What follows belongs to an exercise in optimizing a design on an open flow for small area, a short achievable clock period and few clock cycles; a production flow would make more cautious choices.
At most, simulation tests tie the RTL to the original design; equivalence was not proved.
Power figures rest on the tool's default switching activity, not on a simulated workload.

run 1:
## bitrat_enc
module bitrat_enc (
    input  wire        clk,
    input  wire        rst,         
    input  wire        start,
    input  wire        prev_bit,
    input  wire [12:0] len,         
    output reg  [11:0] in_addr,
    input  wire [7:0]  in_data,
    output reg         out_we,
    output reg  [12:0] out_addr,
    output reg  [7:0]  out_data,
    output reg         busy,
    output reg         done,
    output reg  [7:0]  cmask,
    output reg  [3:0]  maskw,
    output wire [12:0] count,
    output wire        last
);
Size: roughly 190 flip-flops, roughly 87 I/O pins, roughly 11000 um2 of cells after synthesis.
clock: 5.0 ns
lec_check: 0
cap_margin: 20
core_margin: 2
core_utilization: 70
setup_slack_margin: 2.5
slew_margin: 20
buffer_ports_args: -buffer_cell sky130_fd_sc_hd__buf_1
standard.sh (not shown) runs the stock make flow with config.mk's settings and CLKGATE_MAP_FILE= SYNTH_SCRIPT=/design/flow/synth_recipe.tcl, a recipe that flattens the netlist after the stock synthesis.
==> flow/flow/run.sh <==
#!/bin/bash
# Standard layout, with the port buffers made from the smallest buffer
# (buf_1) instead of the default choice; repair may still resize them.
set -euo pipefail
echo 'export BUFFER_PORTS_ARGS = -buffer_cell sky130_fd_sc_hd__buf_1' >> config.mk
bash standard.sh finish > standard.log 2>&1
Run 1 finished all stages; the layout is clean.
Testbench counts of run 1, summed over its fixed seeds: cycles 340,437.
The following lists how run 2 was set up differently from run 1:
Settings: setting ABC_CLOCK_PERIOD_IN_PS to 2000 for the first time; changing CORE_UTILIZATION from 70 to 40; changing SETUP_SLACK_MARGIN from 2.5 to 2.7.
Notes after the runs:
- Run 2 has starting utilization of the core area below what run 1 had.
- Between run 2 and run 1, it is run 2 whose first-iteration detailed-routing DRC count is lower, by 407.
- Diff run 2 and run 1: die area lower in run 1
- Area occupied by multi-input gates, run 2 and run 1: smaller value in run 1
- The global-route usage of run 2 is lower than that of run 1.
- Going from run 1 to run 2, flip-flop and latch area climbed 0.34%; fmax climbed 6.5%; first-pass GRT wire length climbed 6.8%.
[inputs] run 3 vs run 2
Settings: clearing BUFFER_PORTS_ARGS, which used to be -buffer_cell sky130_fd_sc_hd__buf_1; swapping 2.7 for 3.0 in SETUP_SLACK_MARGIN.
==> flow/run.sh (new file) <==
#!/bin/bash
# synth_recipe.tcl (not shown) runs the flow's synth.tcl, then flattens the netlist and writes it again
# the make line also repeats each setting of config.mk as NAME=value (left out here)
make -C /OpenROAD-flow-scripts/flow DESIGN_CONFIG=/design/flow/config.mk WORK_HOME=/design/flow/orfs CLKGATE_MAP_FILE= SYNTH_SCRIPT=/design/flow/synth_recipe.tcl finish
removed: flow/flow/run.sh
removed: flow/standard.sh
--- outcome ---
The lower part of the total power dissipated in combinational logic came out of run 2. Via count in run 3 is 758 higher than in run 2. Looking only at number of non-clock buffers in the layout, and setting everything else aside, the higher value of run 3 and run 2 goes to run 3. Run 3 against run 2: count of inverters not on the clock network in the layout barely changed, leakage power total increased by 25% relative to the old numbers.
What run 4 does differently from run 3 at the input level:
Settings: swapping 3.0 for 2.6 in SETUP_SLACK_MARGIN; swapping 40 for 70 in CORE_UTILIZATION; clearing ABC_CLOCK_PERIOD_IN_PS, which used to be 2000; putting BUFFER_PORTS_ARGS at -buffer_cell sky130_fd_sc_hd__buf_1 where nothing was set.
==> flow/flow/run.sh (new file) <==
#!/bin/bash
# Standard layout, with two changes: the port buffers are made from the
# smallest buffer (buf_1) instead of the default choice (repair may still
# resize them), and adders are left to ABC instead of being mapped to
# ripple chains of half/full adder cells before it.
set -euo pipefail
echo 'export BUFFER_PORTS_ARGS = -buffer_cell sky130_fd_sc_hd__buf_1' >> config.mk
echo 'export ADDER_MAP_FILE =' >> config.mk
bash standard.sh finish > standard.log 2>&1
==> flow/standard.sh (new file) <==
#!/bin/bash
# synth_recipe.tcl (not shown) runs the flow's synth.tcl, then flattens the netlist and writes it again
# the make line also repeats each setting of config.mk as NAME=value (left out here)
make -C /OpenROAD-flow-scripts/flow DESIGN_CONFIG=/design/flow/config.mk WORK_HOME=/design/flow/orfs CLKGATE_MAP_FILE= SYNTH_SCRIPT=/design/flow/synth_recipe.tcl "${@:-finish}"
removed: flow/run.sh
==> comparison <==
Against run 3, finished layout cell area in run 4 came out better. Delta(vertical die dimension, run 4 - run 3) < 0. Run 4 vs run 3, sequential element share of the synthesized area went up by 1.3 points. Measured against run 3, the total die area of run 4 comes out at 0.57 times the reference value. Looking at post-placement worst setup slack across both flows, run 4 is the weaker of the two, with run 3 ahead. A end point of the critical path of ppos[3]$_DFFE_PP_ is what run 4 shows, while ocur[10]$_DFFE_PP_ belongs to run 3. Simple-gate share of the synthesized area: run 4 > run 3.


bitrat_enc, a different RTL version from the one above (not shown whole).
Size: about 1200 cells after synthesis, about 87 I/O pins.
export LEC_CHECK = 0
export ABC_CLOCK_PERIOD_IN_PS = 1500
export CAP_MARGIN = 20
export CORE_MARGIN = 2
export CORE_UTILIZATION = 40
export SETUP_SLACK_MARGIN = 2.0
export SLEW_MARGIN = 20
create_clock -name core_clock -period 5.0 [get_ports {clk}]
run.sh (not shown) runs the stock make flow with config.mk's settings and CLKGATE_MAP_FILE= SYNTH_SCRIPT=/design/flow/synth_recipe.tcl, a recipe that flattens the netlist after the stock synthesis.
Stock flow here: none of the scripts above is used.
The starting point finished clean.
Change:
SETUP_SLACK_MARGIN = 0   (was 2.0)
What happened: First-iteration DRC count falls by a little under a tenth; critical path depth does not change; maximum frequency falls by roughly a tenth; wire length falls by a few percent; final area falls by a few percent; sequential power barely changes; flip-flop and latch count is unchanged; register-to-register slack gets worse by 360 ps.
No functional check of the RTL was part of any run of this note.


bitrat_enc with an RTL version that a note above also has.
Size in the first run: about 1100 cells after synthesis, ~190 flip-flops, ~87 I/O pins, about 0.010 mm² of cells after synthesis.
==> flow/config.mk <==
export PLATFORM = sky130hd
export DESIGN_NAME = bitrat_enc
export DESIGN_NICKNAME = bitrat_enc
export VERILOG_FILES = /design/flow/design.v
export SDC_FILE = /design/flow/constraint.sdc
export NUM_CORES = 4
export LEC_CHECK = 0
export CAP_MARGIN = 20
export CORE_MARGIN = 2
export CORE_UTILIZATION = 70
export SETUP_SLACK_MARGIN = 2.9
export SLEW_MARGIN = 20
export BUFFER_PORTS_ARGS = -buffer_cell sky130_fd_sc_hd__buf_1
export ADDER_MAP_FILE =
==> flow/constraint.sdc <==
create_clock -name core_clock -period 5.0 [get_ports {clk}]
set_input_delay 1.0000 -clock core_clock [delete_from_list [all_inputs] [get_ports {clk}]]
set_output_delay 1.0000 -clock core_clock [all_outputs]
set_load 0.01 [all_outputs]
standard.sh (not shown) runs the stock make flow with config.mk's settings and CLKGATE_MAP_FILE= SYNTH_SCRIPT=/design/flow/synth_recipe.tcl, a recipe that flattens the netlist after the stock synthesis.
==> flow/flow/run.sh <==
#!/bin/bash
# Standard layout, with two changes: the port buffers are made from the
# smallest buffer (buf_1) instead of the default choice (repair may still
# resize them), and adders are left to ABC instead of being mapped to
# ripple chains of half/full adder cells before it.
set -euo pipefail
echo 'export BUFFER_PORTS_ARGS = -buffer_cell sky130_fd_sc_hd__buf_1' >> config.mk
echo 'export ADDER_MAP_FILE =' >> config.mk
bash standard.sh finish > standard.log 2>&1
Testbench counts at the start, summed over its fixed seeds: cycles 340,437.
Rerun with:
==> flow/flow/run.sh (replaced) <==
#!/bin/bash
# Standard layout, with the port buffers made from the smallest buffer
# (buf_1) instead of the default choice; repair may still resize them.
set -euo pipefail
echo 'export BUFFER_PORTS_ARGS = -buffer_cell sky130_fd_sc_hd__buf_1' >> config.mk
bash standard.sh finish > standard.log 2>&1
--- a/flow/config.mk
+++ b/flow/config.mk
@@ -11 +11 @@
-export SETUP_SLACK_MARGIN = 2.9
+export SETUP_SLACK_MARGIN = 2.7
@@ -14 +13,0 @@
-export ADDER_MAP_FILE =
=>
- The new run completed without violations
- count of clock-buffer cells in the layout drops by 4
- global-route usage drops by 9.1 points
- maximum frequency climbs by 14%
- via count drops by 21%


## lane 1
Another version of the RTL of bitrat_enc (not shown whole).
Size: ~1000 cells after synthesis, ~180 flip-flops, ~10000 um2 of cells after synthesis.
make LEC_CHECK=0 ABC_CLOCK_PERIOD_IN_PS=2500 CAP_MARGIN=20 CORE_MARGIN=2 CORE_UTILIZATION=40 SETUP_SLACK_MARGIN=1.8 SLEW_MARGIN=20 finish   # period 5.0 ns
run.sh (not shown) runs the stock make flow with config.mk's settings and CLKGATE_MAP_FILE= SYNTH_SCRIPT=/design/flow/synth_recipe.tcl, a recipe that flattens the netlist after the stock synthesis.
Stock flow here: none of the scripts above is used.
What lane 2 does differently from lane 1 at the input level:
Settings: ABC_CLOCK_PERIOD_IN_PS removed (was 2500); SETUP_SLACK_MARGIN removed (was 1.8).
Notes after the runs:
Register-to-register slack on lane 2 is down relative to lane 1.
Per the comparison of lane 2 with lane 1, design internal power lost about 2.7%; proportion of power drawn by combinational gates lost 2.4 points.
Function was not checked in any run of this note: the RTL went through the layout flow alone.


bitrat_enc with an RTL version that a note above also has.
Size in the first run: roughly 1,000 cells after synthesis, about 87 I/O pins, ~0.011 mm² of cells after synthesis.
clock: 5.0 ns
lec_check: 0
cap_margin: 20
core_margin: 2
core_utilization: 70
setup_slack_margin: 2.6
slew_margin: 20
buffer_ports_args: -buffer_cell sky130_fd_sc_hd__buf_1
standard.sh (not shown) runs the stock make flow with config.mk's settings and CLKGATE_MAP_FILE= SYNTH_SCRIPT=/design/flow/synth_recipe.tcl, a recipe that flattens the netlist after the stock synthesis.
==> flow/flow/run.sh <==
#!/bin/bash
# Standard layout, with the port buffers made from the smallest buffer
# (buf_1) instead of the default choice; repair may still resize them.
set -euo pipefail
echo 'export BUFFER_PORTS_ARGS = -buffer_cell sky130_fd_sc_hd__buf_1' >> config.mk
bash standard.sh finish > standard.log 2>&1
Testbench counts at the start, summed over its fixed seeds: cycles 340,437.
Edit:
==> flow/run.sh (new file) <==
#!/bin/bash
# synth_recipe.tcl (not shown) runs the flow's synth.tcl, then flattens the netlist and writes it again
# the make line also repeats each setting of config.mk as NAME=value (left out here)
make -C /OpenROAD-flow-scripts/flow DESIGN_CONFIG=/design/flow/config.mk WORK_HOME=/design/flow/orfs CLKGATE_MAP_FILE= SYNTH_SCRIPT=/design/flow/synth_recipe.tcl finish
Settings changed: ABC_CLOCK_PERIOD_IN_PS from default to 2000, BUFFER_PORTS_ARGS -buffer_cell sky130_fd_sc_hd__buf_1 to default, CORE_UTILIZATION 70 to 40, SETUP_SLACK_MARGIN 2.6 to 3.3.
removed: flow/flow/run.sh
removed: flow/standard.sh
- The changed run went through all stages and came out clean
- first-iteration DRC count fell by 12%
- final area rose by about 35%
- area after synthesis does not change
- flip-flop and latch count stays the same
- wire length rose by 32%
- worst setup slack gets better by 60 ps

==> separate check: timing with driven ports <==
The flow's constraints put no driver on any port. The routed layouts listed below were extracted and timed again, unchanged, in two steps.
Step 1 sets driving cells, clkbuf_16 on the clock port and buf_2 on the other inputs (assumed; they add their load-dependent delay and slew).
Step 2 adds t to the input delays and takes it off the output delays; t is the mean of the earliest and latest rising clock arrival at the registers after step 1. Input paths then give back, and output paths get back, about the clock's delay inside the block.
Three values: ideal, step 1, step 2; two values: the first two.
run	shift t [ns]	slack for setup (ns)	hold WS [ns]	slew at the worst register clock pin (ns)	worst slew at a driven data input, ns
run 1	0.480	2.479 / 2.479 / 2.291	0.485 / 0.485 / 0.485	0.07 / 0.07	0.06
run 2	0.487	2.632 / 2.632 / 2.350	0.484 / 0.484 / 0.484	0.08 / 0.08	0.06
run 3	0.481	2.686 / 2.686 / 2.544	0.483 / 0.483 / 0.483	0.08 / 0.08	0.05
run 4	0.477	2.584 / 2.584 / 2.327	0.460 / 0.460 / 0.460	0.07 / 0.07	0.03
the first run of note 2	0.499	1.355 / 1.355 / 1.355	0.502 / 0.502 / 0.502	0.09 / 0.09	0.04
the second run of note 2	0.491	0.992 / 0.992 / 0.992	0.513 / 0.513 / 0.513	0.08 / 0.08	0.04
the first run of note 3	0.500	2.326 / 2.326 / 2.152	0.517 / 0.517 / 0.517	0.08 / 0.08	0.04
the second run of note 3	0.484	2.646 / 2.639 / 2.422	0.456 / 0.456 / 0.456	0.07 / 0.07	0.03
lane 1	0.488	1.818 / 1.818 / 1.611	0.568 / 0.568 / 0.568	0.08 / 0.08	0.03
lane 2	0.485	0.656 / 0.656 / 0.656	0.563 / 0.563 / 0.563	0.08 / 0.08	0.04
the first run of note 5	0.480	2.634 / 2.634 / 2.221	0.481 / 0.481 / 0.481	0.07 / 0.07	0.03
the second run of note 5	0.496	2.694 / 2.694 / 2.508	0.494 / 0.494 / 0.494	0.08 / 0.08	0.05
After both steps every run listed still meets setup and hold. The setup slack of the first run of note 5, which loses most, moves by 0.000 ns with the drivers and by -0.413 ns with both steps.
